This is an optimization exercise on Yosys and OpenROAD, whose aim is small area, not a production implementation.
In this exercise RTL edits were held to simulation tests only and were not proved equivalent to the original.

==> flow/design.v (excerpt) <==
module vig_permcore (
    input  wire       clk,
    input  wire       rst,         
    input  wire       in_valid,
    input  wire [1:0] in_op,       
    input  wire [7:0] in_data,
    input  wire [7:0] in_key,
    output wire       in_ready,
    output reg        out_valid,
    output wire [7:0] out_data,
    input  wire       out_ready,
    output reg        pvalid
);
    localparam OP_SEED      = 2'd0;
    localparam OP_SEED_LAST = 2'd1;
    localparam OP_ENC       = 2'd2;
    localparam OP_DEC       = 2'd3;
    function automatic [31:0] add;
        input [31:0] a;
        input [31:0] b;
        input        cin;
        integer n;
        reg c;
        begin
            c = cin;
            for (n = 0; n < 32; n = n + 1) begin
                add[n] = a[n] ^ b[n] ^ c;
                c = (a[n] & b[n]) | (a[n] & c) | (b[n] & c);
            end
        end
    endfunction
    reg        busy;        
    reg        start;       
    reg        fin;         
    reg        bld;         
    reg        bwd;         
    reg        hashing;     
    reg [15:0] h;           
  ...
Size: ~820 cells after synthesis, roughly 8500 sq um of cells after synthesis.
==> flow/config.mk <==
export PLATFORM = sky130hd
export DESIGN_NAME = vig_permcore
export DESIGN_NICKNAME = vig_permcore
export VERILOG_FILES = /design/flow/design.v
export SDC_FILE = /design/flow/constraint.sdc
export NUM_CORES = 8
export LEC_CHECK = 0
export ABC_AREA = 1
export CAP_MARGIN = 20
export CORE_MARGIN = 2
export CORE_UTILIZATION = 50
export PLACE_DENSITY = 0.65
export SLEW_MARGIN = 20
==> flow/constraint.sdc <==
create_clock -name core_clock -period 55.0 [get_ports {clk}]
set_input_delay 11.0000 -clock core_clock [delete_from_list [all_inputs] [get_ports {clk}]]
set_output_delay 11.0000 -clock core_clock [all_outputs]
set_load 0.01 [all_outputs]
standard.sh (not shown) runs the stock make flow with config.mk's settings and CLKGATE_MAP_FILE= SYNTH_SCRIPT=/design/flow/synth_recipe.tcl, a recipe that flattens the netlist after the stock synthesis.
==> flow/flow/run.sh <==
#!/bin/bash
# Own layout flow.
# 1. the standard synthesis, unchanged.
# 2. Full adders flipped where that saves inversions (a full adder with every input
#    and output inverted computes the same), then the combinational logic, except the
#    full adder cells, re-mapped by Yosys and ABC for area; every register keeps its
#    instance name, cell and connections.
# 3. the standard layout of that netlist, with the smallest buffer on the ports
#    and a clock tree of small buffers without dummy loads.
# Each tool writes its full output to a log file here.
set -euo pipefail
res=orfs/results/sky130hd/vig_permcore/base
lib=$FLOW_HOME/platforms/sky130hd/lib/sky130_fd_sc_hd__tt_025C_1v80.lib

bash standard.sh synth > synth.log 2>&1

python3 flow/mklib.py "$lib" comb.lib > mklib.log 2>&1
cp "$res/1_2_yosys.v" standard_1_2_yosys.v
python3 flow/faflip.py standard_1_2_yosys.v flipped.v > faflip.log 2>&1
cat > reopt.ys <<EOY
read_liberty -lib $lib
read_liberty -overwrite comb.lib
read_verilog flipped.v
hierarchy -top $FLOW_TOP
flatten
opt -purge
abc -liberty comb.lib -script flow/abc_area.script
setundef -zero
hilomap -singleton -hicell sky130_fd_sc_hd__conb_1 HI -locell sky130_fd_sc_hd__conb_1 LO
splitnets
opt_clean -purge
rename -hide w:*.*
opt_clean -purge
stat -liberty $lib
write_verilog -noattr -nohex -nodec reopt.v
EOY
yosys -l reopt.log -s reopt.ys > /dev/null 2>&1
cp reopt.v "$res/1_2_yosys.v"
touch "$res/1_2_yosys.v"

bash standard.sh finish \
  BUFFER_PORTS_ARGS="-buffer_cell sky130_fd_sc_hd__buf_1" \
  CTS_ARGS="-sink_clustering_enable -repair_clock_nets -dont_use_dummy_load -buf_list {sky130_fd_sc_hd__clkbuf_4 sky130_fd_sc_hd__clkbuf_8}" \
  > layout.log 2>&1
==> flow/flow/abc_area.script <==
strash
&get -n
&deepsyn -T 60
&st
&nf -R 1000 -p -a
&put
topo
==> flow/flow/mklib.py <==
#!/usr/bin/env python3
"""Write a liberty holding only the platform's combinational cells
(no registers, latches, full adders, tie cells, delay, clock-delay, power or
physical-only cells). Yosys reads it for the cells' functions and ABC maps to it.
usage: mklib.py PLATFORM.lib OUT.lib"""
import re
import sys

src, dst = sys.argv[1], sys.argv[2]
lib = open(src).read()
skip = re.compile(r"(df|dl|sdf|edf|fa_|conb|tap|fill|decap|probe|lpflow|diode|"
                  r"clkdly|dlygate|dlymetal|einv|ebuf|sedf|macro|bleeder)")
groups = []
first = None
for m in re.finditer(r'\n\s*cell\s*\(\s*"?([\w]+)"?\s*\)\s*\{', lib):
    if first is None:
        first = m.start()
    k = lib.index("{", m.start())
    depth = 0
    while True:
        c = lib[k]
        if c == "{":
            depth += 1
        elif c == "}":
            depth -= 1
            if depth == 0:
                break
        k += 1
    if not skip.search(m.group(1)):
        groups.append(lib[m.start():k + 1])
open(dst, "w").write(lib[:first] + "".join(groups) + "\n}\n")
print(f"{len(groups)} cells written to {dst}")
Other scripts of this flow, unchanged in this note and not shown: flow/flow/faflip.py
Then changed:
--- a/flow/flow/run.sh
+++ b/flow/flow/run.sh
@@ -4,5 +4,5 @@
 # 2. Full adders flipped where that saves inversions (a full adder with every input
 #    and output inverted computes the same), then the combinational logic, except the
-#    full adder cells, re-mapped by Yosys and ABC for area; every register keeps its
+#    adder cells, re-mapped by Yosys and ABC for area; every register keeps its
 #    instance name, cell and connections.
 # 3. the standard layout of that netlist, with the smallest buffer on the ports
==> flow/flow/abc_area.script (replaced) <==
strash
dc2
strash
dch -f
map -a
mfs2
strash
dch -f
map -a
topo
--- a/flow/flow/mklib.py
+++ b/flow/flow/mklib.py
@@ -1,5 +1,5 @@
 #!/usr/bin/env python3
-"""Write a liberty holding only the platform's combinational cells
-(no registers, latches, full adders, tie cells, delay, clock-delay, power or
+"""Write a liberty holding only the platform's single-output combinational cells
+(no registers, latches, adder cells, tie cells, delay, clock-delay, power or
 physical-only cells). Yosys reads it for the cells' functions and ABC maps to it.
 usage: mklib.py PLATFORM.lib OUT.lib"""
@@ -9,5 +9,5 @@
 src, dst = sys.argv[1], sys.argv[2]
 lib = open(src).read()
-skip = re.compile(r"(df|dl|sdf|edf|fa_|conb|tap|fill|decap|probe|lpflow|diode|"
+skip = re.compile(r"(df|dl|sdf|edf|fa_|ha_|conb|tap|fill|decap|probe|lpflow|diode|"
                   r"clkdly|dlygate|dlymetal|einv|ebuf|sedf|macro|bleeder)")
 groups = []
Result:
- via count increases by 9.7%
- cell area increases by 6.7%
- global-route usage decreases by 0.76 points
- worst setup slack improves by 17 ps
- utilization decreases by 0.43 points
- clock skew decreases by 15 ps
- first-iteration DRC count decreases by 0.70%
- die area increases by 6.7%
- wire length increases by 4.0%
- count of clock-buffer cells in the layout is unchanged
Then changed:
--- a/flow/flow/run.sh
+++ b/flow/flow/run.sh
@@ -4,5 +4,5 @@
 # 2. Full adders flipped where that saves inversions (a full adder with every input
 #    and output inverted computes the same), then the combinational logic, except the
-#    adder cells, re-mapped by Yosys and ABC for area; every register keeps its
+#    full adder cells, re-mapped by Yosys and ABC for area; every register keeps its
 #    instance name, cell and connections.
 # 3. the standard layout of that netlist, with the smallest buffer on the ports
==> flow/flow/abc_area.script (replaced) <==
strash
&get -n
&deepsyn -T 60
&put
strash
dch -f
map -a
mfs2
strash
dch -f
map -a
topo
--- a/flow/flow/mklib.py
+++ b/flow/flow/mklib.py
@@ -1,5 +1,5 @@
 #!/usr/bin/env python3
-"""Write a liberty holding only the platform's single-output combinational cells
-(no registers, latches, adder cells, tie cells, delay, clock-delay, power or
+"""Write a liberty holding only the platform's combinational cells
+(no registers, latches, full adders, tie cells, delay, clock-delay, power or
 physical-only cells). Yosys reads it for the cells' functions and ABC maps to it.
 usage: mklib.py PLATFORM.lib OUT.lib"""
@@ -9,5 +9,5 @@
 src, dst = sys.argv[1], sys.argv[2]
 lib = open(src).read()
-skip = re.compile(r"(df|dl|sdf|edf|fa_|ha_|conb|tap|fill|decap|probe|lpflow|diode|"
+skip = re.compile(r"(df|dl|sdf|edf|fa_|conb|tap|fill|decap|probe|lpflow|diode|"
                   r"clkdly|dlygate|dlymetal|einv|ebuf|sedf|macro|bleeder)")
 groups = []
What happened: Die area fell by a few percent. Routed wire length came out lower slightly. Global-route usage went up by 1.4 points. Worst setup slack loses 370 ps. Final area shrinks by a few percent. Clock skew hardly moves. Fmax went down slightly.
Then changed:
--- a/flow/flow/run.sh
+++ b/flow/flow/run.sh
@@ -18,5 +18,8 @@
 cp "$res/1_2_yosys.v" standard_1_2_yosys.v
 python3 flow/faflip.py standard_1_2_yosys.v flipped.v > faflip.log 2>&1
-cat > reopt.ys <<EOY
+# ABC's deep synthesis is randomized: four seeds, the smallest result kept
+for seed in 1 2 3 4; do
+  sed "s/&deepsyn -T 60/\&deepsyn -T 60 -S $seed/" flow/abc_area.script > abc_$seed.script
+  cat > reopt_$seed.ys <<EOY
 read_liberty -lib $lib
 read_liberty -overwrite comb.lib
@@ -25,5 +28,5 @@
 flatten
 opt -purge
-abc -liberty comb.lib -script flow/abc_area.script
+abc -liberty comb.lib -script abc_$seed.script
 setundef -zero
 hilomap -singleton -hicell sky130_fd_sc_hd__conb_1 HI -locell sky130_fd_sc_hd__conb_1 LO
@@ -33,7 +36,15 @@
 opt_clean -purge
 stat -liberty $lib
-write_verilog -noattr -nohex -nodec reopt.v
+write_verilog -noattr -nohex -nodec reopt_$seed.v
 EOY
-yosys -l reopt.log -s reopt.ys > /dev/null 2>&1
+  yosys -l reopt_$seed.log -s reopt_$seed.ys > /dev/null 2>&1 &
+done
+wait
+best=$(for seed in 1 2 3 4; do
+  area=$(grep 'Chip area' reopt_$seed.log 2>/dev/null | tail -1 | awk '{print $NF}' || true)
+  if [ -n "$area" ] && [ -s reopt_$seed.v ]; then echo "$area $seed"; fi
+done | sort -g | head -1 | awk '{print $2}')
+echo "kept seed $best" > reopt_choice.log
+cp reopt_$best.v reopt.v
 cp reopt.v "$res/1_2_yosys.v"
 touch "$res/1_2_yosys.v"
==> flow/flow/abc_area.script (replaced) <==
strash
&get -n
&deepsyn -T 60
&st
&nf -R 1000 -p -a
&put
topo
Final cell count went down by 16%.
Non-clock buffer count went up by 8.
Synthesized area went down by about 2.7%.
Routed wire length went down by about 4.5%.
Worst setup slack is better by 350 ps.
Sequential cell count stays the same.
Count of clock-buffer cells in the layout is unchanged.
Global-route usage went down by 0.84 points.
Via count went down by about 9%.

==> afterwards: timing with drivers on the ports <==
The results above use ideal ports. As a check the final layouts listed here were re-extracted and re-timed, cells and wires unchanged. Step 1, drivers: a clkbuf_16 drives clk and a buf_2 each remaining input, both assumed. Step 2 also shifts input and output timing later by t, the mid clock arrival at the registers, as if the neighbouring blocks saw the same clock. Slacks: ideal / step 1 / step 2; pairs: ideal / step 1.
run	t (ns)	slack for setup (ns)	worst setup path at the end	clock arrival spread, ns	slew at the worst register clock pin (ns)
the first run	0.401	32.555 / 32.531 / 32.531	input to output	0.039 / 0.040	0.11 / 0.11
the second run	0.401	32.572 / 32.550 / 32.550	input to output	0.025 / 0.025	0.10 / 0.10
the third run	0.411	32.202 / 32.202 / 32.202	register to register	0.022 / 0.022	0.09 / 0.09
the fourth run	0.399	32.556 / 32.525 / 32.525	input to output	0.031 / 0.031	0.09 / 0.09
After both steps every run listed still meets setup and hold. The setup slack of the fourth run, which loses most, moves by -0.031 ns with the drivers and by -0.031 ns with both steps.
